What follows belongs to an exercise in optimizing a design on an open flow for small area, a short achievable clock period and few clock cycles per item; a production flow would make more cautious choices. Function was checked by simulation only, so behaviour that the tests miss may differ from the original. Power figures rest on the tool's default switching activity, not on a simulated workload.

==> design/flow/flow/run.sh <==
#!/bin/bash
# The standard layout (standard.sh) with two changes:
#  - every input and output port gets a sky130_fd_sc_hd__buf_1 buffer instead of
#    the resizer's default choice (buffer_ports -buffer_cell);
#  - synthesis maps the combinational logic with its own ABC scripts: the module
#    chi_bf_f (the Blowfish F function and the words formed from it, on the
#    critical path) with flow/abc_f.script, a delay-oriented "map" script, and
#    the top module with flow/abc_top.script, an area-recovering "&nf" script.
#    Apart from those two abc calls the synthesis is ORFS's synth.tcl and
#    the standard flow's synth_recipe.tcl unchanged, so the registers are the standard
#    synthesis's.
set -euo pipefail
here=$(pwd)
export BUFFER_PORTS_ARGS="-buffer_cell sky130_fd_sc_hd__buf_1"

# synth_f.tcl: ORFS synth.tcl with the abc call split per module
python3 - "$FLOW_HOME/scripts/synth.tcl" "$here/synth_f.tcl" \
    "$here/flow/abc_f.script" "$here/flow/abc_top.script" > make_synth.log 2>&1 <<'PY'
import sys
s = open(sys.argv[1]).read()
a = "  log_cmd abc {*}$abc_args\n"
assert s.count(a) == 1
s = s.replace(a, "  set abc_args_f [lreplace $abc_args 1 1 " + sys.argv[3] + "]\n"
                 "  log_cmd abc {*}$abc_args_f chi_bf_f\n"
                 "  set abc_args_t [lreplace $abc_args 1 1 " + sys.argv[4] + "]\n"
                 "  log_cmd abc {*}$abc_args_t chi_bf\n")
open(sys.argv[2], "w").write(s)
PY
# my_synth.tcl: synth_recipe.tcl sourcing synth_f.tcl
python3 - "$here/synth_recipe.tcl" "$here/my_synth.tcl" "$here/synth_f.tcl" \
    >> make_synth.log 2>&1 <<'PY'
import sys
s = open(sys.argv[1]).read()
a = "source $::env(SCRIPTS_DIR)/synth.tcl"
assert s.count(a) == 1
s = s.replace(a, "source " + sys.argv[3])
open(sys.argv[2], "w").write(s)
PY
bash standard.sh SYNTH_SCRIPT="$here/my_synth.tcl" finish > standard.log 2>&1
==> design/flow/flow/abc_f.script <==
strash
dch
map -B 0.5
topo
stime -c
buffer -c
upsize -c
dnsize -c
==> design/flow/flow/abc_top.script <==
&get -n
&st
&syn2
&dch
&nf -R 1000
&put
topo
stime -c
buffer -c
upsize -c -D 8000
dnsize -c -D 8000
==> design/flow/standard.sh <==
#!/bin/bash
# synth_recipe.tcl (not shown) runs the flow's synth.tcl, then flattens the netlist and writes it again
# the make line also repeats each setting of config.mk as NAME=value (left out here)
make -C /OpenROAD-flow-scripts/flow DESIGN_CONFIG=/design/flow/config.mk WORK_HOME=/design/flow/orfs CLKGATE_MAP_FILE= SYNTH_SCRIPT=/design/flow/synth_recipe.tcl "${@:-finish}"
==> design/flow/config.mk <==
export PLATFORM = sky130hd
export DESIGN_NAME = chi_bf
export DESIGN_NICKNAME = chi_bf
export VERILOG_FILES = /design/flow/design.v
export SDC_FILE = /design/flow/constraint.sdc
export NUM_CORES = 4
export LEC_CHECK = 0
export CAP_MARGIN = 20
export CORE_MARGIN = 2
export CORE_UTILIZATION = 48
export CTS_BUF_LIST = sky130_fd_sc_hd__clkbuf_4
export SETUP_SLACK_MARGIN = 4.0
export SLEW_MARGIN = 20
export SYNTH_HIERARCHICAL = 1
==> design/flow/constraint.sdc <==
create_clock -name core_clock -period 12.0 [get_ports {clk}]
set_input_delay 2.4000 -clock core_clock [delete_from_list [all_inputs] [get_ports {clk}]]
set_output_delay 2.4000 -clock core_clock [all_outputs]
set_load 0.01 [all_outputs]
==> design/flow/design.v <==
module chi_bf (
    input  wire         clk,
    input  wire         rst,           
    input  wire         cmd_valid,
    output wire         cmd_ready,
    input  wire         cmd_setup,     
    input  wire         cmd_dec,       
    input  wire [447:0] cmd_key,       
    input  wire [5:0]   cmd_keylen,    
    input  wire [63:0]  cmd_block,     
    output wire         out_valid,
    output wire [63:0]  out_block,
    output wire [31:0]  sb_raddr,      
    input  wire [127:0] sb_rdata,      
    output wire         sb_init,       
    output wire         sb_we,
    output wire [1:0]   sb_wtab,
    output wire [6:0]   sb_widx,       
    output wire [63:0]  sb_wdata       
);
    function [7:0] p_init_byte;
        input       isb;
        input [3:0] i;
        input [1:0] j;
        begin
            case ({isb, i, j})
                7'b0_0000_00: p_init_byte = 8'h85;
                7'b0_0000_01: p_init_byte = 8'hA3;
                7'b0_0000_10: p_init_byte = 8'h08;
                7'b0_0000_11: p_init_byte = 8'hD3;
                7'b0_0001_00: p_init_byte = 8'h13;
                7'b0_0001_01: p_init_byte = 8'h19;
                7'b0_0001_10: p_init_byte = 8'h8A;
                7'b0_0001_11: p_init_byte = 8'h2E;
                7'b0_0010_00: p_init_byte = 8'h03;
                7'b0_0010_01: p_init_byte = 8'h70;
                7'b0_0010_10: p_init_byte = 8'h73;
                7'b0_0010_11: p_init_byte = 8'h44;
                7'b0_0011_00: p_init_byte = 8'hA4;
                7'b0_0011_01: p_init_byte = 8'h09;
                7'b0_0011_10: p_init_byte = 8'h38;
                7'b0_0011_11: p_init_byte = 8'h22;
                7'b0_0100_00: p_init_byte = 8'h29;
                7'b0_0100_01: p_init_byte = 8'h9F;
                7'b0_0100_10: p_init_byte = 8'h31;
                7'b0_0100_11: p_init_byte = 8'hD0;
                7'b0_0101_00: p_init_byte = 8'h08;
                7'b0_0101_01: p_init_byte = 8'h2E;
                7'b0_0101_10: p_init_byte = 8'hFA;
                7'b0_0101_11: p_init_byte = 8'h98;
                7'b0_0110_00: p_init_byte = 8'hEC;
                7'b0_0110_01: p_init_byte = 8'h4E;
                7'b0_0110_10: p_init_byte = 8'h6C;
                7'b0_0110_11: p_init_byte = 8'h89;
                7'b0_0111_00: p_init_byte = 8'h45;
                7'b0_0111_01: p_init_byte = 8'h28;
                7'b0_0111_10: p_init_byte = 8'h21;
                7'b0_0111_11: p_init_byte = 8'hE6;
                7'b0_1000_00: p_init_byte = 8'h38;
                7'b0_1000_01: p_init_byte = 8'hD0;
                7'b0_1000_10: p_init_byte = 8'h13;
                7'b0_1000_11: p_init_byte = 8'h77;
                7'b0_1001_00: p_init_byte = 8'hBE;
                7'b0_1001_01: p_init_byte = 8'h54;
                7'b0_1001_10: p_init_byte = 8'h66;
                7'b0_1001_11: p_init_byte = 8'hCF;
                7'b0_1010_00: p_init_byte = 8'h34;
                7'b0_1010_01: p_init_byte = 8'hE9;
                7'b0_1010_10: p_init_byte = 8'h0C;
                7'b0_1010_11: p_init_byte = 8'h6C;
                7'b0_1011_00: p_init_byte = 8'hC0;
                7'b0_1011_01: p_init_byte = 8'hAC;
                7'b0_1011_10: p_init_byte = 8'h29;
                7'b0_1011_11: p_init_byte = 8'hB7;
                7'b0_1100_00: p_init_byte = 8'hC9;
                7'b0_1100_01: p_init_byte = 8'h7C;
                7'b0_1100_10: p_init_byte = 8'h50;
                7'b0_1100_11: p_init_byte = 8'hDD;
                7'b0_1101_00: p_init_byte = 8'h3F;
                7'b0_1101_01: p_init_byte = 8'h84;
                7'b0_1101_10: p_init_byte = 8'hD5;
                7'b0_1101_11: p_init_byte = 8'hB5;
                7'b0_1110_00: p_init_byte = 8'hB5;
                7'b0_1110_01: p_init_byte = 8'h47;
                7'b0_1110_10: p_init_byte = 8'h09;
                7'b0_1110_11: p_init_byte = 8'h17;
                7'b0_1111_00: p_init_byte = 8'h92;
                7'b0_1111_01: p_init_byte = 8'h16;
                7'b0_1111_10: p_init_byte = 8'hD5;
                7'b0_1111_11: p_init_byte = 8'hD9;
                7'b1_0000_00: p_init_byte = 8'h89;
                7'b1_0000_01: p_init_byte = 8'h79;
                7'b1_0000_10: p_init_byte = 8'hFB;
                7'b1_0000_11: p_init_byte = 8'h1B;
                7'b1_0001_00: p_init_byte = 8'h89;
                7'b1_0001_01: p_init_byte = 8'h79;
                7'b1_0001_10: p_init_byte = 8'hFB;
                7'b1_0001_11: p_init_byte = 8'h1B;
                7'b1_0010_00: p_init_byte = 8'h89;
                7'b1_0010_01: p_init_byte = 8'h79;
                7'b1_0010_10: p_init_byte = 8'hFB;
                7'b1_0010_11: p_init_byte = 8'h1B;
                7'b1_0011_00: p_init_byte = 8'h89;
                7'b1_0011_01: p_init_byte = 8'h79;
                7'b1_0011_10: p_init_byte = 8'hFB;
                7'b1_0011_11: p_init_byte = 8'h1B;
                7'b1_0100_00: p_init_byte = 8'h89;
                7'b1_0100_01: p_init_byte = 8'h79;
                7'b1_0100_10: p_init_byte = 8'hFB;
                7'b1_0100_11: p_init_byte = 8'h1B;
                7'b1_0101_00: p_init_byte = 8'h89;
                7'b1_0101_01: p_init_byte = 8'h79;
                7'b1_0101_10: p_init_byte = 8'hFB;
                7'b1_0101_11: p_init_byte = 8'h1B;
                7'b1_0110_00: p_init_byte = 8'h89;
                7'b1_0110_01: p_init_byte = 8'h79;
                7'b1_0110_10: p_init_byte = 8'hFB;
                7'b1_0110_11: p_init_byte = 8'h1B;
                7'b1_0111_00: p_init_byte = 8'h89;
                7'b1_0111_01: p_init_byte = 8'h79;
                7'b1_0111_10: p_init_byte = 8'hFB;
                7'b1_0111_11: p_init_byte = 8'h1B;
                7'b1_1000_00: p_init_byte = 8'h24;
                7'b1_1000_01: p_init_byte = 8'h3F;
                7'b1_1000_10: p_init_byte = 8'h6A;
                7'b1_1000_11: p_init_byte = 8'h88;
                7'b1_1001_00: p_init_byte = 8'h24;
                7'b1_1001_01: p_init_byte = 8'h3F;
                7'b1_1001_10: p_init_byte = 8'h6A;
                7'b1_1001_11: p_init_byte = 8'h88;
                7'b1_1010_00: p_init_byte = 8'h24;
                7'b1_1010_01: p_init_byte = 8'h3F;
                7'b1_1010_10: p_init_byte = 8'h6A;
                7'b1_1010_11: p_init_byte = 8'h88;
                7'b1_1011_00: p_init_byte = 8'h24;
                7'b1_1011_01: p_init_byte = 8'h3F;
                7'b1_1011_10: p_init_byte = 8'h6A;
                7'b1_1011_11: p_init_byte = 8'h88;
                7'b1_1100_00: p_init_byte = 8'h24;
                7'b1_1100_01: p_init_byte = 8'h3F;
                7'b1_1100_10: p_init_byte = 8'h6A;
                7'b1_1100_11: p_init_byte = 8'h88;
                7'b1_1101_00: p_init_byte = 8'h24;
                7'b1_1101_01: p_init_byte = 8'h3F;
                7'b1_1101_10: p_init_byte = 8'h6A;
                7'b1_1101_11: p_init_byte = 8'h88;
                7'b1_1110_00: p_init_byte = 8'h24;
                7'b1_1110_01: p_init_byte = 8'h3F;
                7'b1_1110_10: p_init_byte = 8'h6A;
                7'b1_1110_11: p_init_byte = 8'h88;
                7'b1_1111_00: p_init_byte = 8'h24;
                7'b1_1111_01: p_init_byte = 8'h3F;
                7'b1_1111_10: p_init_byte = 8'h6A;
                default: p_init_byte = 8'h88;
            endcase
        end
    endfunction
    function [5:0] kstep;
        input [5:0] v;
        input [5:0] n;
        reg   [6:0] s;
        begin
            s = {1'b0, v} + 7'd4;
            kstep = (s >= {1'b0, n}) ? (s - {1'b0, n}) : s[5:0];
        end
    endfunction
    localparam [2:0] M_IDLE = 3'd0,
                     M_KEY  = 3'd1,
                     M_BLK  = 3'd2,
                     M_SCH  = 3'd3,
                     M_WB   = 3'd4;
    reg [3:0]   ph;          
    reg [511:0] ring;        
    reg [31:0]  pa, pb;      
    reg [31:0]  x;           
    reg [31:0]  r;
    reg         dec;
    reg [2:0]   mode;
    reg         stall;       
    reg [9:0]   ks;          
    reg [2:0]   kc;          
    reg [5:0]   kidx;        
    reg         pend;        
    reg         pend_setup;  
    reg         we_last;     
    wire c15 = (ph == 4'd15);
    wire c0  = (ph == 4'd0);
    wire [31:0] s0 = sb_rdata[31:0];
    wire [31:0] s1 = sb_rdata[63:32];
    wire [31:0] s2 = sb_rdata[95:64];
    wire [31:0] s3 = sb_rdata[127:96];
    reg [31:0] rkey;
    integer    di;
    always @(*) begin
        rkey = ring[31:0] & {32{!dec}};
        for (di = 0; di < 8; di = di + 1)
            rkey = rkey | (ring[32*(15-2*di) +: 32] & {32{dec && ph[2:0] == di[2:0]}});
    end
    wire [31:0] rk   = r ^ rkey;
    wire [31:0] fx;                                   
    wire [31:0] lw   = x ^ (dec ? pb : pa);           
    wire busy     = (mode == M_BLK || mode == M_SCH) && !stall;
    wire sch_last = (mode == M_SCH) && (ks == 10'd511);
    wire free15   = c15 && (mode == M_IDLE || (!stall && (mode == M_BLK || sch_last)));
    wire key_done = (mode == M_KEY) && (kc == 3'd7) && c15;
    assign cmd_ready = (free15 && pend && !pend_setup) || key_done;
    wire acc_blk   = free15 && pend && !pend_setup && cmd_valid;
    wire start_key = free15 && pend && pend_setup;
    reg [7:0] xb;
    always @(*) begin
        case (ks[8:7])
            2'd0: xb = x[31:24];
            2'd1: xb = x[23:16];
            2'd2: xb = x[15:8];
            default: xb = x[7:0];
        endcase
    end
    wire hz = busy && c0 && we_last && (xb[7:1] == ks[6:0]);
    assign sb_we    = (mode == M_SCH) && !stall && c15 && !ks[9];
    assign sb_wtab  = ks[8:7];
    assign sb_widx  = ks[6:0];
    assign sb_wdata = {lw, fx};
    assign sb_init  = (mode == M_KEY) && (kc == 3'd0) && c0;
    assign out_valid = (mode == M_BLK) && !stall && c15;
    assign out_block = {lw, fx};
    wire sel_f = busy && !c15 && !hz;                 
    wire chain = busy && c15 && (mode == M_SCH) && !sch_last;
    reg [31:0] lsrc, kf;
    always @(*) begin
        if (mode == M_KEY)
            lsrc = 32'd0;
        else if (chain)
            lsrc = lw;
        else if (acc_blk)
            lsrc = cmd_block[63:32];
        else
            lsrc = r;            
        if (key_done || (chain && !ks[9]) || (mode == M_WB && c15) || (acc_blk && !cmd_dec))
            kf = pb;
        else if (acc_blk)
            kf = pa;
        else
            kf = 32'd0;
    end
    wire [31:0] nx;
    chi_bf_f u_f (.s0(s0), .s1(s1), .s2(s2), .s3(s3), .rk(rk), .alt(lsrc ^ kf),
                  .sel(sel_f), .fx(fx), .nx(nx));
    assign sb_raddr = {nx[7:0], nx[15:8], nx[23:16], nx[31:24]};
    wire [1:0]  lane = kc[2:1];
    wire [4:0]  kcl  = {kc[0], ph};
    wire        kpb  = (kcl == 5'd17) || (kcl == 5'd30);    
    reg  [7:0]  kb;                                    
    integer     bi;
    always @(*) begin
        kb = 8'd0;
        for (bi = 0; bi < 56; bi = bi + 1)
            kb = kb | (cmd_key[8*bi +: 8] & {8{kidx == bi[5:0]}});
    end
    wire [7:0]  nb   = kb ^ p_init_byte(kpb, ph, lane);
    wire [31:0] kbase = kpb ? pa : ring[31:0];
    wire [31:0] krep = {(lane == 2'd0) ? nb : kbase[31:24],
                        (lane == 2'd1) ? nb : kbase[23:16],
                        (lane == 2'd2) ? nb : kbase[15:8],
                        (lane == 2'd3) ? nb : kbase[7:0]};
    wire [4:0] kw = {1'b0, ph} + 5'd1;
    wire [3:0] kj = ks[3:0] + 4'd9;      
    reg        rwr, bwr;
    reg [31:0] wb;
    always @(*) begin
        rwr = 1'b0;
        bwr = 1'b0;
        wb  = krep;
        if (mode == M_KEY) begin
            rwr = (kcl[4] == 1'b0);
            bwr = kpb;
        end else if (mode == M_WB) begin
            if (kw[4:1] == kj) begin
                rwr = 1'b1;
                wb  = r;
            end
            if ((kj == 4'd0 && ph == 4'd2) || (kj == 4'd8 && ph == 4'd1)) begin
                bwr = 1'b1;
                wb  = x;
            end
        end
    end
    always @(posedge clk) begin
        ring <= {(rwr ? wb : ring[31:0]), ring[511:32]};
        pa   <= pb;
        pb   <= bwr ? wb : pa;
        x    <= nx;
        if (mode == M_KEY)
            r <= x;
        else if (chain)
            r <= fx;
        else if (acc_blk)
            r <= cmd_block[31:0];
        else
            r <= x;
        if (acc_blk)
            dec <= cmd_dec;
        else if (key_done)
            dec <= 1'b0;
        if (start_key)
            kidx <= kstep(6'd0, cmd_keylen);
        else if (mode == M_KEY) begin
            if (kcl == 5'd31)
                kidx <= kstep({4'd0, lane + 2'd1}, cmd_keylen);
            else if (kcl == 5'd18)
                kidx <= {4'd0, lane};
            else if (kcl[4] == 1'b0 || kcl == 5'd17)
                kidx <= kstep(kidx, cmd_keylen);
        end
        if (start_key)
            kc <= 3'd0;
        else if (c15)
            kc <= kc + 3'd1;
        if (key_done)
            ks <= 10'h3F7;
        else if ((mode == M_WB && c15) || (busy && c0 && we_last))
            ks <= ks + 10'd1;
        if (rst) begin
            ph         <= 4'd0;
            mode       <= M_IDLE;
            stall      <= 1'b0;
            pend       <= 1'b0;
            pend_setup <= 1'b0;
            we_last    <= 1'b0;
        end else begin
            ph         <= ph + 4'd1;
            pend       <= cmd_valid && !cmd_ready;
            pend_setup <= cmd_setup;
            we_last    <= sb_we;
            if (hz)
                stall <= 1'b1;
            else if (c15)
                stall <= 1'b0;
            if (key_done)
                mode <= M_SCH;
            else if (mode == M_WB && c15)
                mode <= M_SCH;
            else if (busy && c15 && mode == M_SCH && !sch_last)
                mode <= ks[9] ? M_WB : M_SCH;
            else if (free15)
                mode <= acc_blk ? M_BLK : (start_key ? M_KEY : M_IDLE);
        end
    end
endmodule
module chi_bf_f (
    input  wire [31:0] s0,
    input  wire [31:0] s1,
    input  wire [31:0] s2,
    input  wire [31:0] s3,
    input  wire [31:0] rk,
    input  wire [31:0] alt,
    input  wire        sel,
    output wire [31:0] fx,
    output wire [31:0] nx
);
    wire [31:0] f = ((s0 + s1) ^ s2) + s3;
    assign fx = f ^ rk;
    assign nx = (f & {32{sel}}) ^ (sel ? rk : alt);
endmodule
==> impl_metrics.yaml, run 1 <==
routing:
  detail_route.wirelength_um: 140900
  vias: 30560
  drt_drc_violations_left: 0
  route.antenna.remaining_nets: 0
  route.detailed.wl_per_inst_um: 27.46
  vias_per_cell: 5.956
  dr.pass1.iters: 6
  initialDrtViolationCount: 3282
sta:
  final_report_hold_violation_count: 0
  timing_worst_slew_pin_value_ns: 1.103
  grt_setup_unrepaired: "true"
  period_needed_ns: 8.265
  setup_viol: 0
  slew-limit-headroom_pct: 26.29
  fin_skew_ns: 0.06503
  setup_total_negative_slack_ns: 0
  worst_slack_ns: 3.735
  hold_slack_ns: 0.3026
  fin_crit_sh_pct: 68.88
  slew_violations: 0
  achievable-frequency_mhz: 121.0
finish:
  mostFrequentLayoutCells: "buf_1, dfxtp_1, nor2_1"
  final-instance-count-excl-fill: 5131
  syn_to_final_growth_pct: 24.94
  layout.core_utilization_pct: 60.35
  fraction_of_layout_cells_with_a_size_suffix_above_1_pct: 15.45
  final_nets: 4964
  layout_commonest_cell: "buf_1"
  filler_cell_count: 5689
  finish.instance_area_um2: 37110
worst_setup_path:
  critical_path.startpoint_type: "input port"
  reg2reg_to: "ring[504]"
  rr_worst_depth: 12
  worst_path_max_fanout: 4
  reg2reg_setup_slack_ns: 5.77
  path_class: "input port to output port"
  worst-endpoint-arrival_ns: 5.87
  timing.critical_path.required_ns: 9.60
  timing.rr.start: "kidx[2]"
  worst_setup_path_end_kind: "output port"
clock_network:
  htree_num_levels: 4
  cts_hold_buffers: 0
  clock_tree_from_tritoncts: "yes"
  cts_inserted_buffers: 167
  worst_skew_pair.late_latency_ns: 1.02
  cts.sinks: 671
  clkSlewWorstSetupHoldPaths_ns: 0.07
  max-clock-path-buffers: 3
  root_buffer: "clkbuf_4"
logic_synthesis:
  post_synthesis_cells: 3336
  avgSynthCellArea_um2: 8.903
  async_reset_ff_share_pct: 0
  yosys_warning_count: 7
  synth_sequential_area_ratio_pct: 45.46
  number_of_enable_flip_flop_cells_after_synthesis: 7
  number_of_library_cell_types_mapped_by_synthesis: 70
  ys_dominant_reg_cell: "dfxtp_1"
  mappedNetlistNets: 4085
  yosys_register_bits: 671
  syn_area_um2: 29700
worst_hold_path:
  holdCritStartpoint: "ring[343]"
  min_to: "ring[311]"
  holdCritPathClass: "flop to flop"
  hold_depth: 0
place:
  dpl_worst_slack_ns: 3.243
  place.port_buffers: 823
  dp.cells: 4778
  placed_area_um2: 33140
  gp_congestion: 1.053
  dp_hpwl_um: 105600
floorplan:
  die_area_um2: 63880
  design.core.area_um2: 61480
  fp-row-count: 91
  chip_height_um: 252.7
  ios: 824
  floorplan.initialDensity_pct: 48.30
  dieWidth_um: 252.7
grt:
  antenna_violations_before_repair: 21
  global_route_wire_length_before_repair_um: 194100
  grt_util_all_layers_pct: 42.23
  grt_start_max_net_pins: 55
  globalRoute.totalOverflow: 0
  first_global_vias: 28681
pwr:
  ir_drop_uv: 115.9
  power_density_nw_per_um2: 177.8
  power.static_leakage_nw: 14.47
  power.total_mw: 6.598
run_status:
  run_status: "finished clean"
job:
  cap_violations: 0
per-module statistics from Yosys (local to each module, per instance):
module	cells inside	copies in the design	cell area, µm²	flip-flops and latches
chi_bf_f	790	1	4700	0
chi_bf	2546	1	25000	671
synth_stat cells, types with 5 or more instances:
library cell | number | area (µm²)
dfxtp_1 | 664 | 13290
nor2_1 | 406 | 1524
nand2_1 | 317 | 1190
a21oi_1 | 233 | 1166
a22oi_1 | 224 | 1682
o21ai_0 | 136 | 680.7
clkbuf_1 | 124 | 465.5
xnor2_1 | 122 | 1069
nand3_1 | 120 | 600.6
xor2_1 | 119 | 1042
inv_1 | 105 | 394.1
ha_1 | 94 | 1176
buf_4 | 73 | 548.0
o22ai_1 | 70 | 437.9
a221oi_1 | 57 | 499.2
nand4_1 | 54 | 337.8
a22o_1 | 47 | 411.6
mux2i_1 | 38 | 380.4
a222oi_1 | 30 | 300.3
a31oi_1 | 27 | 168.9
buf_1 | 23 | 86.33
o221ai_1 | 23 | 201.4
mux2_2 | 18 | 202.7
nor3_1 | 17 | 85.08
nor4_1 | 14 | 87.58
and3_1 | 12 | 75.07
a211oi_1 | 11 | 82.58
a21o_1 | 10 | 75.07
nand3b_1 | 10 | 75.07
a32oi_1 | 9 | 78.83
edfxtp_1 | 7 | 210.2
mux4_2 | 7 | 157.7
nand2_2 | 7 | 43.79
o21a_1 | 7 | 52.55
o21ai_1 | 7 | 35.03
o21bai_1 | 7 | 52.55
nand2b_1 | 6 | 37.54
nor2b_1 | 6 | 37.54
or3_1 | 6 | 37.54
and2_1 | 5 | 31.28
o211ai_1 | 5 | 37.54
timing repair:
| action | 4_1_cts | 5_1_grt |
|---|---|---|
| resized for setup | 217 | 170 |
| pin swaps | 52 | 55 |
| setup endpoints to repair | 78 | 84 |
| setup buffers | 35 | 22 |
cell families after synthesis:
kind of cell | share of synthesized area [%]
adders and majority gates | 4.230
xor gates and xnor gates | 7.107
AOI/OAI and AO/OA | 21.06
and+or+nand+nor | 14.56
buffers and inverters | 5.085
muxes | 2.494
DFF | 45.46
flip-flops by register name, indices dropped and copies added (netlist names):
name        cells
dec             1
kc              3
kidx            6
ks             10
mode            3
pa             32
pb             32
pend            1
pend_setup      1
ph              4
r              32
ring          512
stall           1
we_last         1
x              32
cell type report:
| type | count | area, µm² | area share (%) |
|---|---|---|---|
| multi-input combinational | 2336 | 15890 | 42.83 |
| sequential | 671 | 13500 | 36.39 |
| timing repair buffer | 931 | 4215 | 11.36 |
| clock buffer | 230 | 1727 | 4.653 |
| tap | 790 | 988.4 | 2.664 |
| inverter | 108 | 421.7 | 1.136 |
| clock inverter | 47 | 314.1 | 0.8463 |
| antenna | 18 | 45.04 | 0.1214 |
worst max-delay path: stages:
cell	delay [ns]
buf_1	0.08
ha_2	0.18
inv_2	0.04
fa_2	0.33
nand3b_1	0.18
nand2_2	0.12
nand2_2	0.06
nand2_2	0.09
a21o_1	0.21
nand3_2	0.11
nand2_4	0.13
a21oi_2	0.06
xor2_1	0.15
ha_1	0.33
buf_6	0.14
a21oi_2	0.17
o21ai_2	0.09
nand2_1	0.06
nand2_1	0.06
a21oi_2	0.13
nand2_1	0.07
nand2_1	0.09
nand4_1	0.20
nand2_2	0.23
buf_6	0.13
where the power goes:
part	leakage (nW)	total, mW	internal, mW	switching (mW)
clock	1.20	1.88	0.938	0.939
sequential	5.52	2.50	2.33	0.169
combinational	7.75	2.22	0.859	1.37
worst max-delay path by stage:
stage | start | end | slack [ns] | depth (start not counted)
2_1_floorplan | sb_rdata[0] | sb_raddr[7] | 4.27 | 22
3_3_place_gp | sb_rdata[0] | sb_raddr[4] | 3.27 | 23
3_5_place_dp | sb_rdata[0] | sb_wdata[29] | 3.24 | 24
4_1_cts | sb_rdata[0] | sb_raddr[4] | 3.66 | 23
5_1_grt | sb_rdata[0] | sb_raddr[5] | 3.52 | 26
6_report | sb_rdata[32] | out_block[31] | 3.73 | 25
layer usage:
| metal | global-route usage [%] | vias up | part of all wire (%) |
|---|---|---|---|
| li1 | - | 13807 | - |
| met1 | 52.47 | 14515 | 39 |
| met2 | 66.19 | 1888 | 45 |
| met3 | 13.19 | 340 | 11 |
| met4 | 21.01 | 10 | 5.0 |
| met5 | 0 | - | 0.041 |
Testbench counts, summed over its fixed seeds: cycles 153,344, blocks 3,072.
==> run 2: changes to the inputs <==
--- a/design/flow/config.mk
+++ b/design/flow/config.mk
@@ -11,2 +11,3 @@
 export CTS_BUF_LIST = sky130_fd_sc_hd__clkbuf_4
+export CTS_CLUSTER_SIZE = 24
 export SETUP_SLACK_MARGIN = 4.0
==> impl_metrics.yaml, run 2 <==
pwr:
  power.static_leakage_nw: 14.47
  ir_drop_uv: 115.9
  power_density_nw_per_um2: 177.8
grt:
  grt_use_met3_pct: 13.19
  grt_util_all_layers_pct: 42.23
  grt.busiest_layer: "met2"
  grt_util_met1_pct: 52.47
  global_route_wire_length_before_repair_um: 194100
  antenna_violations_before_repair: 21
  globalRoute.totalOverflow: 0
  grt_start_max_net_pins: 55
  first_global_vias: 28681
  met2_demand_to_capacity_share_in_global_routing_pct: 66.19
worst_setup_path:
  crit_path_start: "sb_rdata[32]"
  critical_path.top_delay_family: "simple AND/OR/NAND/NOR gates"
  logic_depth_of_the_worst_path_buffers_included: 25
  cpMaxStageDelayCell: "fa_2"
  critPathMaxStageDelay_ns: 0.33
  reg2reg_to: "ring[504]"
  reg2reg_setup_slack_ns: 5.77
  timing.critical_path.to: "out_block[31]"
  worst_path_max_fanout: 4
  timing.critical_path.required_ns: 9.60
  timing.rr.start: "kidx[2]"
  rr_worst_depth: 12
  critical_path.startpoint_type: "input port"
  worstPathBufferInverterCount: 4
  path_class: "input port to output port"
  worst-endpoint-arrival_ns: 5.87
  worst_setup_path_end_kind: "output port"
logic_synthesis:
  yosys.area.top_type: "dfxtp_1"
  yosys_warning_count: 7
  avgSynthCellArea_um2: 8.903
  synth.top_cell.area_share_pct: 44.76
  synth.area.top_cells: "dfxtp_1, a22oi_1, nor2_1, nand2_1, ha_1"
  syn_area_um2: 29700
  number_of_library_cell_types_mapped_by_synthesis: 70
  post_synthesis_cells: 3336
  post-synth-top-count-cell: "dfxtp_1"
  ys_dominant_reg_cell: "dfxtp_1"
  number_of_enable_flip_flop_cells_after_synthesis: 7
  async_reset_ff_share_pct: 0
  ys_top_cells_by_count: "dfxtp_1, nor2_1, nand2_1"
  synth_sequential_area_ratio_pct: 45.46
  yosys_register_bits: 671
  mappedNetlistNets: 4085
clock_network:
  clock_tree_from_tritoncts: "yes"
  clkSlewWorstSetupHoldPaths_ns: 0.07
  worst_skew_pair.late_latency_ns: 1.02
  max-clock-path-buffers: 3
  cts.sinks: 671
  cts_inserted_buffers: 167
  root_buffer: "clkbuf_4"
  htree_num_levels: 4
routing:
  route.antenna.remaining_nets: 0
  route.detailed.wl_per_inst_um: 27.46
  vias_per_cell: 5.956
  dr.pass1.iters: 6
  vias: 30560
  initialDrtViolationCount: 3282
  drt_drc_violations_left: 0
  detail_route.wirelength_um: 140900
finish:
  mostFrequentLayoutCells: "buf_1, dfxtp_1, nor2_1"
  layout_commonest_cell: "buf_1"
  final-instance-count-excl-fill: 5131
  area.sequential_um2: 13500
  layout.core_utilization_pct: 60.35
  footprint_of_the_multi_input_gates_um2: 15890
  filler_cell_count: 5689
  final_nets: 4964
  syn_to_final_growth_pct: 24.94
  largest_register_ffs: 512
  fraction_of_layout_cells_with_a_size_suffix_above_1_pct: 15.45
  top_register: "ring"
floorplan:
  fp-row-count: 91
  design.core.area_um2: 61480
  ios: 824
  dieWidth_um: 252.7
  floorplan.initialDensity_pct: 48.30
  die_area_um2: 63880
  chip_height_um: 252.7
sta:
  fin_crit_sh_pct: 68.88
  fin_skew_ns: 0.06503
  hold_slack_ns: 0.3026
  achievable-frequency_mhz: 121.0
  slew-limit-headroom_pct: 26.29
  setup_viol: 0
  timing_worst_slew_pin_value_ns: 1.103
  grt_setup_unrepaired: "true"
  final_report_hold_violation_count: 0
  slew_violations: 0
  setup_total_negative_slack_ns: 0
  period_needed_ns: 8.265
run_status:
  run_status: "finished clean"
place:
  place.port_buffers: 823
  dp_hpwl_um: 105600
  dp.cells: 4778
  gp_congestion: 1.053
job:
  cap_violations: 0
worst_hold_path:
  holdCritPathClass: "flop to flop"
[run 2: cell counts in the layout (fill, tap and decap cells not counted)]
Identical to the previous run, type by type.
[run 2: area by class of cell]
cell class	count	share of cell area, %
clock buffer	230	4.653
tap	790	2.664
antenna	18	0.1214
multi-input combinational	2336	42.83
inverter	108	1.136
sequential	671	36.39
timing repair buffer	931	11.36
clock inverter	47	0.8463
[run 2: worst min path at each step]
stage / start / endpoint / slack [ns] / depth (start not counted)
after floorplan: ring[132] / ring[100] / 0.31 / 0
after global placement: ring[283] / ring[251] / 0.31 / 0
after detailed placement: ring[133] / ring[101] / 0.31 / 0
after CTS: ring[402] / ring[370] / 0.28 / 0
after global routing: ring[448] / ring[416] / 0.29 / 0
final: ring[343] / ring[311] / 0.30 / 0
[run 2: layer usage]
| metal | vias to the layer above | share of wire [%] |
|---|---|---|
| li1 | 13807 | - |
| met1 | 14515 | 39 |
| met2 | 1888 | 45 |
| met3 | 340 | 11 |
| met4 | 10 | 5.0 |
| met5 | - | 0.041 |
[run 2: logic make-up after synthesis]
| logic type | Yosys count | share of synthesized area (%) |
|---|---|---|
| AOI/OAI and AO/OA | 934 | 21.06 |
| xor gates and xnor gates | 241 | 7.107 |
| adders and majority gates | 98 | 4.230 |
| buffers and inverters | 329 | 5.085 |
| DFF | 671 | 45.46 |
| muxes | 63 | 2.494 |
| and+or+nand+nor | 1000 | 14.56 |
[run 2: metrics by stage]
step	worst slack, ns	power, mW	instance area, µm²
finish	3.735	6.598	37110
global route	3.523	6.857	37080
CTS	3.658	6.358	36240
detailed placement	3.243	4.237	33140
global placement	3.267	4.244	33130
floorplan	4.267	3.611	29700
[run 2: per-module statistics from Yosys, one instance, submodules excluded]
module    times used  cell area (µm²)  cells inside
chi_bf_f           1             4700           790
chi_bf             1            25000          2546
[run 2: worst reg2reg max path, stage by stage (launching register included)]
cell and delay [ns]:
edfxtp_1 0.47, ha_1 0.25, nand2b_1 0.42, nor2_1 0.15
a22oi_1 0.57, nand4_1 0.62, a2111oi_0 0.78, nand4_1 0.53
nor4_1 0.88, xor2_2 0.87, o21ai_0 0.17, o21ai_0 0.26
mux2_2 0.20
[run 2: report_power, final]
| group | switching [mW] | internal, mW | total, mW | leakage (nW) |
|---|---|---|---|---|
| combinational | 1.37 | 0.859 | 2.22 | 7.75 |
| sequential | 0.169 | 2.33 | 2.50 | 5.52 |
| clock | 0.939 | 0.938 | 1.88 | 1.20 |
| total | 2.47 | 4.12 | 6.60 | 14.5 |
[run 2: timing repair]
item,4_1_cts,5_1_grt
setup endpoints to repair,78,84
pin swaps,52,55
hold buffers,0,0
buffers inserted,35,22
cloned,0,0
gates resized for setup,217,170
==> run 3: changes to the inputs <==
--- a/design/flow/config.mk
+++ b/design/flow/config.mk
@@ -9,5 +9,4 @@
 export CORE_MARGIN = 2
-export CORE_UTILIZATION = 48
+export CORE_UTILIZATION = 40
 export CTS_BUF_LIST = sky130_fd_sc_hd__clkbuf_4
-export CTS_CLUSTER_SIZE = 24
 export SETUP_SLACK_MARGIN = 4.0
==> impl_metrics.yaml, run 3 <==
run_status:
  run_status: "finished clean"
pwr:
  share_seq_of_total_power_pct: 38.2
  clkPwrFrac_pct: 28.2
  p_comb_share_pct: 33.6
  p_sw_share_pct: 37.53
  internal_power_mw: 4.100
  power.total_mw: 6.563
  switching_power_mw: 2.463
  power_density_nw_per_um2: 174.5
  ir_drop_uv: 96.17
  power.static_leakage_nw: 14.57
logic_synthesis:
  yosys.area.top_type: "dfxtp_1"
  yosys_register_bits: 671
  number_of_enable_flip_flop_cells_after_synthesis: 7
  number_of_library_cell_types_mapped_by_synthesis: 70
  post-synth-top-count-cell: "dfxtp_1"
  synth.top_cell.area_share_pct: 44.76
  yosys_warning_count: 7
  syn_area_um2: 29700
  ys_top_cells_by_count: "dfxtp_1, nor2_1, nand2_1"
  post_synthesis_cells: 3336
  ys_dominant_reg_cell: "dfxtp_1"
  async_reset_ff_share_pct: 0
  synth.area.top_cells: "dfxtp_1, a22oi_1, nor2_1, nand2_1, ha_1"
  avgSynthCellArea_um2: 8.903
  synth_sequential_area_ratio_pct: 45.46
  mappedNetlistNets: 4085
finish:
  syn_to_final_growth_pct: 26.67
  fraction_of_layout_cells_with_a_size_suffix_above_1_pct: 16.14
  layout_commonest_cell: "buf_1"
  largest_register_ffs: 512
  filler_cell_count: 7178
  top_register: "ring"
  mostFrequentLayoutCells: "buf_1, dfxtp_1, nor2_1"
  final_nets: 4981
worst_hold_path:
  holdCritStartpoint: "ring[83]"
  min_to: "ring[51]"
  holdCritPathClass: "flop to flop"
  hold_depth: 0
clock_network:
  clkSlewWorstSetupHoldPaths_ns: 0.07
  cts_inserted_buffers: 164
  htree_num_levels: 4
  root_buffer: "clkbuf_4"
  clock_tree_from_tritoncts: "yes"
  cts.sinks: 671
  max-clock-path-buffers: 3
  worst_skew_pair.late_latency_ns: 1.00
  cts_hold_buffers: 0
place:
  place.port_buffers: 823
  gp_congestion: 1.031
  dp_hpwl_um: 116500
sta:
  slew_violations: 0
  setup_total_negative_slack_ns: 0
  final_report_hold_violation_count: 0
  setup_viol: 0
  slew-limit-headroom_pct: 16.17
  period_needed_ns: 8.242
  achievable-frequency_mhz: 121.3
  timing_worst_slew_pin_value_ns: 1.253
  fin_crit_sh_pct: 68.68
  grt_setup_unrepaired: "true"
  fin_skew_ns: 0.1076
grt:
  global_route_wire_length_before_repair_um: 210600
  grt_start_max_net_pins: 101
  first_global_vias: 28997
  globalRoute.totalOverflow: 0
  antenna_violations_before_repair: 32
  grt_util_all_layers_pct: 38.27
  grt.busiest_layer: "met2"
  grt_use_met3_pct: 9.236
  grt_util_met1_pct: 49.40
  met2_demand_to_capacity_share_in_global_routing_pct: 62.26
routing:
  drt_drc_violations_left: 0
  vias_per_cell: 5.810
  route.detailed.wl_per_inst_um: 28.73
  vias: 30991
  dr.pass1.iters: 6
  initialDrtViolationCount: 3620
  detail_route.wirelength_um: 153200
  route.antenna.remaining_nets: 0
floorplan:
  ios: 824
  die_area_um2: 76440
  chip_height_um: 276.5
  dieWidth_um: 276.5
  design.core.area_um2: 73210
  floorplan.initialDensity_pct: 40.57
  fp-row-count: 99
worst_setup_path:
  path_class: "input port to output port"
  cpMaxStageDelayCell: "ha_2"
  rr_worst_depth: 11
  timing.critical_path.required_ns: 9.60
  critical_path.top_delay_family: "simple AND/OR/NAND/NOR gates"
  worst_path_max_fanout: 4
  worstPathBufferInverterCount: 5
  critical_path.cell_chain: "buf_1 > ha_2 > inv_2 > fa_2 > nand3b_1 > nand2_2 > nand2_2 > nand2_4 > a21oi_4 > nor2_1 > nor2_1 > xor2_1 > ha_2 > buf_6 > nand2_4 > nor3_2 > nand2_1 > nand2_4 > a21oi_4 > buf_6 > or2_4 > a31oi_1 > buf_4"
  worst-endpoint-arrival_ns: 5.84
  worst_setup_path_end_kind: "output port"
  worst_path_most_repeated_cell: "nand2_4"
  reg2reg_to: "pb[27]"
  critical_path.startpoint_type: "input port"
  reg2reg_setup_slack_ns: 6.68
  critPathMaxStageDelay_ns: 0.37
  timing.rr.start: "kidx[2]"
job:
  cap_violations: 0
## run 3: cell counts after synthesis
No cell type changed its count.
## run 3: final cells by class
cell class	instances	area, µm²	area share, %
Clock inverter	70	390.4	1.038
Timing Repair Buffer	951	4372	11.62
Tap cell	959	1200	3.189
Inverter	108	419.2	1.114
Clock buffer	220	1652	4.390
Antenna cell	19	47.55	0.1264
Multi-Input combinational cell	2336	16040	42.62
Sequential cell	671	13510	35.90
## run 3: power by group through the flow
stage                     sequential, mW  clock (mW)  combinational [mW]
final                               2.50        1.85                2.21
after global placement              2.55           0                1.68
after floorplan                     2.45           0                1.17
after global routing                2.50        2.01                2.33
after detailed placement            2.55           0                1.68
after CTS                           2.50        1.88                1.87
## run 3: Yosys stat by module (local to each module, per instance)
module    area (µm²)  cells  flip-flops and latches
chi_bf         25000   2546                     671
chi_bf_f        4700    790                       0
## run 3: worst max-delay path by stage
stage / from / end / cells past startpoint
2_1_floorplan: sb_rdata[0] / sb_raddr[7] / 22
3_3_place_gp: sb_rdata[0] / out_block[25] / 21
3_5_place_dp: sb_rdata[0] / sb_raddr[1] / 21
4_1_cts: sb_rdata[32] / sb_raddr[6] / 21
5_1_grt: sb_rdata[48] / sb_raddr[6] / 17
6_report: sb_rdata[0] / sb_raddr[11] / 23
## run 3: layer usage
layer	vias to the layer above	share of wire, %	wire [µm]
li1	13853	-	-
met1	14854	40	60860
met2	1971	46	70010
met3	303	10	16070
met4	10	4.1	6225
met5	-	0.042	64
## run 3: per-stage QoR
stage                     hold slack [ns]  setup WS [ns]  instances  instance area, µm²  utilization, %
final                              0.2833          3.758       5334               37620           51.39
after CTS                          0.2777          3.720       5270               36250           49.52
after floorplan                    0.3096          4.267       3336               29700               -
after detailed placement           0.3121          3.096       4953               33430           45.67
after global placement             0.3097          3.224       4952               33400           45.63
after global routing               0.2850          3.606       5320               37590           51.34
## run 3: worst register-to-register path, cell delays in order, from the launching register on
cell and delay, ns:
edfxtp_1 0.47, ha_1 0.29, nand2b_1 0.48, nor2_1 0.38, a22oi_1 0.28, nand4_1 0.40, or4_1 0.76, nor4_1 0.74
xnor2_1 0.57, o21ai_0 0.37, o21ai_0 0.14, mux2_2 0.29
## run 3: kinds of logic (layout without fill, tap and decap cells)
kind of cell | count (synthesis) | count (layout) | synth area share (%)
XOR/XNOR | 241 | 241 | 7.107
flip-flops | 671 | 671 | 45.46
AO/OA/AOI/OAI | 934 | 934 | 21.06
buffers and inverters | 329 | 1349 | 5.085
other | 0 | 19 | 0
adder cells (fa/ha/maj) | 98 | 98 | 4.230
multiplexers | 63 | 63 | 2.494
AND/OR/NAND/NOR | 1000 | 1000 | 14.56
## run 3: timing repair
item	in CTS	in global routing
setup buffers	27	44
pin swaps	53	86
setup endpoints to repair	76	82
gates cloned	0	0
resized for setup	159	257
==> run 4: changes to the inputs <==
--- a/design/flow/config.mk
+++ b/design/flow/config.mk
@@ -10,3 +10,3 @@
 export CORE_UTILIZATION = 40
-export CTS_BUF_LIST = sky130_fd_sc_hd__clkbuf_4
+export CTS_BUF_LIST = sky130_fd_sc_hd__clkbuf_2
 export SETUP_SLACK_MARGIN = 4.0
==> impl_metrics.yaml, run 4 <==
logic_synthesis:
  avgSynthCellArea_um2: 8.903
  number_of_library_cell_types_mapped_by_synthesis: 70
  syn_area_um2: 29700
  number_of_enable_flip_flop_cells_after_synthesis: 7
  post-synth-top-count-cell: "dfxtp_1"
  ys_dominant_reg_cell: "dfxtp_1"
  async_reset_ff_share_pct: 0
  synth.area.top_cells: "dfxtp_1, a22oi_1, nor2_1, nand2_1, ha_1"
  yosys_warning_count: 7
  post_synthesis_cells: 3336
  synth_sequential_area_ratio_pct: 45.46
  mappedNetlistNets: 4085
  yosys.area.top_type: "dfxtp_1"
  synth.top_cell.area_share_pct: 44.76
  yosys_register_bits: 671
  ys_top_cells_by_count: "dfxtp_1, nor2_1, nand2_1"
routing:
  route.detailed.wl_per_inst_um: 28.88
  vias: 31018
  vias_per_cell: 5.830
  detail_route.wirelength_um: 153700
  route.antenna.remaining_nets: 0
  drt_drc_violations_left: 0
  initialDrtViolationCount: 3760
  dr.pass1.iters: 8
floorplan:
  fp-row-count: 99
  chip_height_um: 276.5
  ios: 824
  die_area_um2: 76440
  design.core.area_um2: 73210
  floorplan.initialDensity_pct: 40.57
  dieWidth_um: 276.5
clock_network:
  clock_tree_from_tritoncts: "yes"
  cts_hold_buffers: 0
  clkSlewWorstSetupHoldPaths_ns: 0.11
  worst_skew_pair.late_latency_ns: 1.32
  cts.sinks: 671
  root_buffer: "clkbuf_2"
  max-clock-path-buffers: 3
  htree_num_levels: 4
  cts_inserted_buffers: 160
sta:
  grt_setup_unrepaired: "true"
  setup_viol: 0
  slew_violations: 0
  hold_slack_ns: 0.2855
  final_report_hold_violation_count: 0
  timing_worst_slew_pin_value_ns: 1.253
  fin_crit_sh_pct: 68.89
  slew-limit-headroom_pct: 16.47
  achievable-frequency_mhz: 121.0
  worst_slack_ns: 3.733
  fin_skew_ns: 0.1083
  setup_total_negative_slack_ns: 0
  period_needed_ns: 8.267
worst_setup_path:
  critical_path.startpoint_type: "input port"
  path_class: "input port to output port"
  critical_path.top_delay_family: "simple AND/OR/NAND/NOR gates"
  worst_path_max_fanout: 4
  cpMaxStageDelayCell: "ha_1"
  worst_setup_path_end_kind: "output port"
  worstPathBufferInverterCount: 5
  critical_path.cell_chain: "buf_1 > ha_2 > inv_2 > fa_2 > nand3b_1 > nand2_2 > nand2_2 > nand2_4 > a21o_1 > nand3_2 > nand2_4 > a21oi_2 > xor2_1 > ha_1 > nand4_1 > buf_4 > nor2_4 > nand4_1 > buf_6 > nand4_1 > nand2_4 > a21oi_2 > buf_2"
  critPathMaxStageDelay_ns: 0.41
  worst-endpoint-arrival_ns: 5.87
  timing.critical_path.required_ns: 9.60
pwr:
  power_density_nw_per_um2: 168.2
  ir_drop_uv: 89.39
  power.total_mw: 6.228
  power.static_leakage_nw: 14.47
finish:
  layout_commonest_cell: "buf_1"
  mostFrequentLayoutCells: "buf_1, dfxtp_1, nor2_1"
  final-instance-count-excl-fill: 5320
  fraction_of_layout_cells_with_a_size_suffix_above_1_pct: 15.98
  largest_register_ffs: 512
  final_nets: 4971
  syn_to_final_growth_pct: 24.63
  top_register: "ring"
grt:
  globalRoute.totalOverflow: 0
  global_route_wire_length_before_repair_um: 210700
  antenna_violations_before_repair: 35
  grt_start_max_net_pins: 101
  first_global_vias: 28957
  grt_util_all_layers_pct: 38.34
place:
  dpl_worst_slack_ns: 3.096
  dp.cells: 4953
  dp_hpwl_um: 116500
  gp_congestion: 1.031
  place.port_buffers: 823
job:
  cap_violations: 0
worst_hold_path:
  holdCritPathClass: "flop to flop"
run_status:
  run_status: "finished clean"
==> run 4: cell counts after synthesis <==
Identical to the previous run, type by type.
==> run 4: what timing repair did <==
item,in CTS,in global routing
pin swaps,62,72
gates resized for setup,178,254
cloned,0,1
endpoints found under the setup margin,78,82
setup buffers,30,35
==> run 4: cells by family after synthesis <==
logic type,count (synthesis),synth area share [%]
AND/OR/NAND/NOR,1000,14.56
buffers and inverters,329,5.085
flip-flops,671,45.46
multiplexers,63,2.494
AO/OA/AOI/OAI,934,21.06
XOR/XNOR,241,7.107
adder cells (fa/ha/maj),98,4.230
==> run 4: worst paths after layout <==
path	startpoint	endpoint	slack, ns	depth (start not counted)
worst min-delay path	ring[397]	ring[365]	0.29	0
worst max-delay path	sb_rdata[0]	sb_raddr[3]	3.73	23
worst max register to register	kidx[2]	pb[27]	6.69	11
worst min register to register	ring[397]	ring[365]	0.29	0
==> run 4: final cells by class <==
type / instances / area [µm²]
Sequential cell: 671 / 13510
Tap cell: 959 / 1200
Fill cell: 7275 / 36190
Timing Repair Buffer: 944 / 4340
Inverter: 108 / 419.2
Clock buffer: 221 / 1106
Multi-Input combinational cell: 2337 / 16030
Clock inverter: 57 / 349.1
Antenna cell: 23 / 57.56
==> run 4: through the flow <==
stage	cell area (µm²)	utilization, %
2_1_floorplan	29700	-
3_5_place_dp	33430	45.67
4_1_cts	35780	48.88
3_3_place_gp	33400	45.63
6_report	37020	50.56
5_1_grt	36980	50.52
==> run 4: per-module statistics from Yosys (local to each module, per instance) <==
module / times used / flops+latches / cell area (µm²)
chi_bf: 1 / 671 / 25000
chi_bf_f: 1 / 0 / 4700
==> run 4: metal layers <==
metal	wire (µm)	up-vias	global-route usage, %
li1	-	13805	-
met4	5418	12	14.15
met2	70860	1991	62.02
met1	61230	14919	49.27
met3	16080	291	9.726
met5	70	-	0
==> run 4: report_power, final <==
group,internal [mW],switching (mW)
logic,0.876,1.36
clock network,0.556,0.936
registers,2.33,0.177
==> run 5: changes to the inputs <==
--- a/design/flow/config.mk
+++ b/design/flow/config.mk
@@ -9,5 +9,5 @@
 export CORE_MARGIN = 2
-export CORE_UTILIZATION = 40
-export CTS_BUF_LIST = sky130_fd_sc_hd__clkbuf_2
-export SETUP_SLACK_MARGIN = 4.0
+export CORE_UTILIZATION = 48
+export CTS_BUF_LIST = sky130_fd_sc_hd__clkbuf_4
+export SETUP_SLACK_MARGIN = 3.75
 export SLEW_MARGIN = 20
==> impl_metrics.yaml, run 5 <==
job:
  cap_violations: 0
routing:
  drt_drc_violations_left: 0
  initialDrtViolationCount: 3436
  route.antenna.remaining_nets: 0
  vias_per_cell: 5.958
  dr.pass1.iters: 8
  route.detailed.wl_per_inst_um: 27.43
  detail_route.wirelength_um: 139700
  vias: 30330
worst_setup_path:
  cpMaxStageDelayCell: "fa_2"
  worstPathBufferInverterCount: 4
  path_class: "input port to output port"
  worst-endpoint-arrival_ns: 5.94
  rr_worst_depth: 12
  worst_path_most_repeated_cell: "nand2_1"
  timing.rr.start: "kidx[2]"
  critical_path.startpoint_type: "input port"
  critical_path.top_delay_family: "compound AO/OA/AOI/OAI gates"
  reg2reg_setup_slack_ns: 5.72
  reg2reg_to: "ring[504]"
  worst_path_max_fanout: 6
  timing.critical_path.required_ns: 9.60
  critPathMaxStageDelay_ns: 0.33
  worst_setup_path_end_kind: "output port"
clock_network:
  root_buffer: "clkbuf_4"
  worst_skew_pair.late_latency_ns: 1.02
  max-clock-path-buffers: 3
  cts.sinks: 671
  cts_inserted_buffers: 167
  clock_tree_from_tritoncts: "yes"
  clkSlewWorstSetupHoldPaths_ns: 0.06
  htree_num_levels: 4
logic_synthesis:
  yosys.area.top_type: "dfxtp_1"
  yosys_warning_count: 7
  async_reset_ff_share_pct: 0
  post_synthesis_cells: 3336
  number_of_enable_flip_flop_cells_after_synthesis: 7
  number_of_library_cell_types_mapped_by_synthesis: 70
  mappedNetlistNets: 4085
  ys_top_cells_by_count: "dfxtp_1, nor2_1, nand2_1"
  syn_area_um2: 29700
  yosys_register_bits: 671
  synth.top_cell.area_share_pct: 44.76
  avgSynthCellArea_um2: 8.903
  ys_dominant_reg_cell: "dfxtp_1"
  synth.area.top_cells: "dfxtp_1, a22oi_1, nor2_1, nand2_1, ha_1"
  synth_sequential_area_ratio_pct: 45.46
  post-synth-top-count-cell: "dfxtp_1"
floorplan:
  dieWidth_um: 252.7
  chip_height_um: 252.7
  ios: 824
  floorplan.initialDensity_pct: 48.30
  die_area_um2: 63880
  fp-row-count: 91
  design.core.area_um2: 61480
finish:
  fraction_of_layout_cells_with_a_size_suffix_above_1_pct: 12.25
  final_nets: 4926
  largest_register_ffs: 512
  syn_to_final_growth_pct: 21.70
  layout_commonest_cell: "buf_1"
  top_register: "ring"
  mostFrequentLayoutCells: "buf_1, dfxtp_1, nor2_1"
grt:
  grt_start_max_net_pins: 55
  antenna_violations_before_repair: 23
  globalRoute.totalOverflow: 0
  first_global_vias: 28403
  grt_util_all_layers_pct: 42.01
  global_route_wire_length_before_repair_um: 192900
pwr:
  ir_drop_uv: 116.0
  p_sw_share_pct: 37.61
  share_seq_of_total_power_pct: 39.7
  power.static_leakage_nw: 14.04
  p_comb_share_pct: 30.5
  power.total_mw: 6.294
  internal_power_mw: 3.927
  switching_power_mw: 2.367
  clkPwrFrac_pct: 29.8
  power_density_nw_per_um2: 174.1
sta:
  grt_setup_unrepaired: "true"
  slew_violations: 0
  final_report_hold_violation_count: 0
  fin_skew_ns: 0.06649
  setup_viol: 0
  achievable-frequency_mhz: 120.0
  slew-limit-headroom_pct: 21.96
  fin_crit_sh_pct: 69.47
  timing_worst_slew_pin_value_ns: 1.167
  setup_total_negative_slack_ns: 0
  period_needed_ns: 8.336
  worst_slack_ns: 3.664
worst_hold_path:
  holdCritPathClass: "flop to flop"
  holdCritStartpoint: "ring[463]"
  hold_depth: 0
  min_to: "ring[431]"
run_status:
  run_status: "finished clean"
place:
  place.port_buffers: 823
  dp_hpwl_um: 105600
  dpl_worst_slack_ns: 3.243
  gp_congestion: 1.053
## run 5: cell types whose count changed in the layout (fill, tap and decap cells not counted), moves of 12 or more
cell and delta:
clkbuf_4 +232, clkbuf_2 -214, buf_4 -44, nand2_1 +42, buf_6 -32, buf_1 +28, nand2_2 -27, nand2_4 -16
nor2_1 +14, a21oi_1 +13, o21ai_0 +12
## run 5: logic make-up (layout without fill, tap and decap cells)
logic type	after synthesis	count (layout)	share of synthesized area, %
AOI/OAI and AO/OA	934	934	21.06
xor gates and xnor gates	241	241	7.107
adders and majority gates	98	98	4.230
buffers and inverters	329	1278	5.085
DFF	671	671	45.46
muxes	63	63	2.494
other	0	16	0
and+or+nand+nor	1000	1000	14.56
## run 5: what timing repair did
action                     in CTS  in global routing
hold buffers                    0                  0
resized for setup              63                134
setup buffers                   8                 12
setup endpoints to repair      69                 68
pin swaps                      16                 32
## run 5: worst max path at each step
stage | startpoint | cells past startpoint | endpoint
final | sb_rdata[0] | 25 | sb_raddr[7]
after global routing | sb_rdata[32] | 22 | sb_raddr[7]
after CTS | sb_rdata[0] | 25 | sb_raddr[7]
after detailed placement | sb_rdata[0] | 24 | sb_wdata[29]
after global placement | sb_rdata[0] | 23 | sb_raddr[4]
after floorplan | sb_rdata[0] | 22 | sb_raddr[7]
## run 5: cell type report
class / count / area (µm²)
inverters: 108 / 411.6
well taps: 790 / 988.4
repair buffers: 893 / 3692
clock buffers: 230 / 1727
fillers: 5843 / 25340
multi-input cells: 2336 / 15470
diodes: 16 / 40.04
flip-flops and latches: 671 / 13500
clock inverters: 47 / 314.1
## run 5: stage by stage
| stage | cell area [µm²] | util [%] | hold WS, ns | std cells |
|---|---|---|---|---|
| 3_5_place_dp | 33140 | 53.90 | 0.3121 | 4778 |
| 6_report | 36140 | 58.79 | 0.3042 | 5091 |
| 5_1_grt | 36120 | 58.75 | 0.2931 | 5083 |
| 3_3_place_gp | 33130 | 53.88 | 0.3097 | 4778 |
| 2_1_floorplan | 29700 | - | 0.3096 | 3336 |
| 4_1_cts | 35470 | 57.68 | 0.2817 | 5063 |
## run 5: modules after synthesis (local to each module, per instance)
module	times used	flops+latches
chi_bf	1	671
chi_bf_f	1	0
## run 5: power groups by stage
| stage | sequential (mW) | combinational (mW) | clock [mW] |
|---|---|---|---|
| detailed placement | 2.54 | 1.70 | 0 |
| global placement | 2.54 | 1.70 | 0 |
| CTS | 2.49 | 1.76 | 1.89 |
| global route | 2.50 | 2.05 | 2.01 |
| finish | 2.50 | 1.92 | 1.88 |
| floorplan | 2.45 | 1.17 | 0 |
## run 5: metal layers
layer  GRT usage (%)  part of all wire [%]  up-vias
li1                -                     -    13727
met1           52.19                    39    14407
met2           65.43                    45     1860
met3           13.34                    11      322
met4           21.44                   5.0       14
met5               0                 0.067        -
==> run 6: changes to the inputs <==
--- a/design/flow/config.mk
+++ b/design/flow/config.mk
@@ -11,3 +11,3 @@
 export CTS_BUF_LIST = sky130_fd_sc_hd__clkbuf_4
-export SETUP_SLACK_MARGIN = 3.75
+export SETUP_SLACK_MARGIN = 3.5
 export SLEW_MARGIN = 20
==> impl_metrics.yaml, run 6 <==
run_status:
  run_status: "finished clean"
logic_synthesis:
  yosys_register_bits: 671
  ys_dominant_reg_cell: "dfxtp_1"
  post_synthesis_cells: 3336
  synth.top_cell.area_share_pct: 44.76
  post-synth-top-count-cell: "dfxtp_1"
  async_reset_ff_share_pct: 0
  mappedNetlistNets: 4085
  syn_area_um2: 29700
  yosys_warning_count: 7
  synth_compound_gate_area_share_pct: 21.06
  avgSynthCellArea_um2: 8.903
  number_of_enable_flip_flop_cells_after_synthesis: 7
  post_synth_fa_ha_maj_area_fraction_pct: 4.230
  synth_sequential_area_ratio_pct: 45.46
  yosys.area.top_type: "dfxtp_1"
  synth.area.mux_share_pct: 2.494
  number_of_library_cell_types_mapped_by_synthesis: 70
  synthXorXnorAreaFrac_pct: 7.107
  synthSimpleGateAreaFrac_pct: 14.56
  ys_top_cells_by_count: "dfxtp_1, nor2_1, nand2_1"
  synth.area.top_cells: "dfxtp_1, a22oi_1, nor2_1, nand2_1, ha_1"
  largest_family_of_logic_cells_by_synthesized_area: "compound AO/OA/AOI/OAI gates"
routing:
  met1_length_um: 54140
  detail_route.wirelength_um: 139200
  vias: 30270
  route.detailed.wl_per_inst_um: 27.42
  top_signal_layer_used: "met5"
  initialDrtViolationCount: 3102
  met2_length_um: 62100
  vias_per_cell: 5.963
  dr.pass1.iters: 8
  drt_drc_violations_left: 0
  route.antenna.remaining_nets: 0
  met3RoutedLength_um: 15790
finish:
  top_register: "ring"
  fraction_of_layout_cells_with_a_size_suffix_above_1_pct: 10.11
  finish.instance_area_um2: 35540
  filler_cell_count: 5908
  layout.core_utilization_pct: 57.80
  layout_commonest_cell: "buf_1"
  syn_to_final_growth_pct: 19.65
  mostFrequentLayoutCells: "buf_1, dfxtp_1, nor2_1"
  largest_register_ffs: 512
  final_nets: 4912
place:
  placed_area_um2: 33140
  gp_congestion: 1.053
  place.port_buffers: 823
  dp_hpwl_um: 105600
worst_setup_path:
  path_class: "input port to output port"
  worstPathBufferInverterCount: 4
  critPathMaxStageDelay_ns: 0.34
  cpMaxStageDelayCell: "fa_2"
  worst_setup_path_end_kind: "output port"
  worst-endpoint-arrival_ns: 5.96
  worst_path_max_fanout: 6
  critical_path.top_delay_family: "simple AND/OR/NAND/NOR gates"
  critical_path.cell_chain: "buf_1 > ha_2 > inv_1 > fa_2 > nand3b_1 > nand2_2 > nand2_1 > nand2_2 > a21oi_2 > o21ai_2 > nand4_1 > a31oi_1 > nor2_2 > ha_4 > nand2_2 > nor2_4 > nand2_2 > nor4_2 > nand2_1 > o211ai_1 > xor2_2 > buf_6 > a21oi_4 > buf_6"
  timing.critical_path.required_ns: 9.60
  worst_path_most_repeated_cell: "nand2_2"
  critical_path.startpoint_type: "input port"
sta:
  fin_skew_ns: 0.07217
  period_needed_ns: 8.359
  final_report_hold_violation_count: 0
  slew-limit-headroom_pct: 19.21
  hold_slack_ns: 0.2972
  setup_total_negative_slack_ns: 0
  fin_crit_sh_pct: 69.66
  achievable-frequency_mhz: 119.6
  slew_violations: 0
  setup_viol: 0
  grt_setup_unrepaired: "true"
  timing_worst_slew_pin_value_ns: 1.208
clock_network:
  root_buffer: "clkbuf_4"
  worst_skew_pair.late_latency_ns: 1.03
  cts_inserted_buffers: 167
  cts.sinks: 671
  clkSlewWorstSetupHoldPaths_ns: 0.06
  htree_num_levels: 4
  clock_tree_from_tritoncts: "yes"
  max-clock-path-buffers: 3
grt:
  first_global_vias: 28281
  antenna_violations_before_repair: 22
  globalRoute.totalOverflow: 0
  global_route_wire_length_before_repair_um: 192300
  grt_util_all_layers_pct: 41.95
  grt_start_max_net_pins: 55
pwr:
  power.static_leakage_nw: 13.85
  p_comb_share_pct: 29.1
  internal_power_mw: 3.855
  share_seq_of_total_power_pct: 40.5
  ir_drop_uv: 115.6
  p_sw_share_pct: 37.50
  power_density_nw_per_um2: 173.5
  power.total_mw: 6.167
  switching_power_mw: 2.313
  clkPwrFrac_pct: 30.4
floorplan:
  chip_height_um: 252.7
  ios: 824
  floorplan.initialDensity_pct: 48.30
  fp-row-count: 91
  design.core.area_um2: 61480
  die_area_um2: 63880
  dieWidth_um: 252.7
worst_hold_path:
  holdCritPathClass: "flop to flop"
job:
  cap_violations: 0
run 6: cell counts after synthesis:
No cell type changed its count.
run 6: cells by family after synthesis:
family / Yosys count
simple gates: 1000
compound gates: 934
flops: 671
buf+inv: 329
xor+xnor: 241
fa+ha+maj: 98
mux: 63
run 6: worst reg2reg max path: stages (launching register included):
cell	delay, ns
edfxtp_1	0.47
ha_1	0.25
nand2b_1	0.43
nor2_1	0.15
a22oi_1	0.63
nand4_1	0.63
a2111oi_0	0.78
nand4_1	0.49
nor4_1	0.83
xor2_2	0.88
o21ai_0	0.17
o21ai_0	0.26
mux2_2	0.20
run 6: routing by layer:
metal,up-vias,track usage (%)
met5,-,0
met4,20,21.01
met3,329,12.71
met2,1838,65.56
met1,14363,52.45
li1,13720,-
run 6: worst paths after layout:
kind | from | endpoint | slack [ns] | cells past startpoint
worst max-delay path | sb_rdata[0] | sb_raddr[4] | 3.64 | 24
worst min-delay path | ring[463] | ring[431] | 0.30 | 0
worst min register to register | ring[463] | ring[431] | 0.30 | 0
worst max register to register | kidx[2] | ring[504] | 5.79 | 12
run 6: area by class of cell:
class,instances,area (µm²),share of cell area [%]
multi-input combinational,2336,15030,42.29
sequential,671,13500,38.00
timing repair buffer,879,3531,9.936
clock buffer,230,1727,4.859
tap,790,988.4,2.781
inverter,108,405.4,1.141
clock inverter,47,314.1,0.8837
antenna,15,37.54,0.1056
run 6: repair_timing:
| item | in CTS | in global routing |
|---|---|---|
| endpoints found under the setup margin | 38 | 51 |
| buffers inserted | 1 | 5 |
| hold buffers | 0 | 0 |
| pin swaps | 4 | 12 |
| gates resized for setup | 19 | 54 |
run 6: per-module statistics from Yosys (local to each module, per instance):
module,cells,flops+latches,copies in the design,area [µm²]
chi_bf,2546,671,1,25000
chi_bf_f,790,0,1,4700
run 6: power by group through the flow:
stage	sequential [mW]	combinational, mW	clock, mW
after floorplan	2.45	1.17	0
after global placement	2.54	1.70	0
after detailed placement	2.54	1.70	0
after CTS	2.49	1.72	1.89
after global routing	2.50	1.92	2.01
final	2.50	1.79	1.88
run 6: through the flow:
| step | worst slack, ns | cells |
|---|---|---|
| final | 3.641 | 5076 |
| after global routing | 3.424 | 5068 |
| after CTS | 3.494 | 5056 |
| after detailed placement | 3.243 | 4778 |
| after global placement | 3.267 | 4778 |
| after floorplan | 4.267 | 3336 |

-- port drivers added, routing unchanged --
In the flow no input, the clock included, has a driving cell. The finished layouts below were timed again as built, in two steps. Step 1, drivers: a clkbuf_16 drives clk and a buf_2 each remaining input, both assumed. Step 2 adds t to the input delays and takes it off the output delays; t is the mean of the earliest and latest rising clock arrival at the registers after step 1. Input paths then give back, and output paths get back, about the clock's delay inside the block. Three values: ideal ports, drivers, drivers and shift; two values: the first two.
run | t (ns) | slack for setup (ns) | worst setup path at the end
run 1 | 1.038 | 3.735 / 3.708 / 3.708 | input to output
run 2 | 1.038 | 3.735 / 3.708 / 3.708 | input to output
run 3 | 1.011 | 3.758 / 3.732 / 3.732 | input to output
run 4 | 1.325 | 3.733 / 3.707 / 3.707 | input to output
run 5 | 1.038 | 3.664 / 3.640 / 3.640 | input to output
run 6 | 1.036 | 3.641 / 3.617 / 3.617 | input to output
After both steps setup and hold are still met in every run listed.
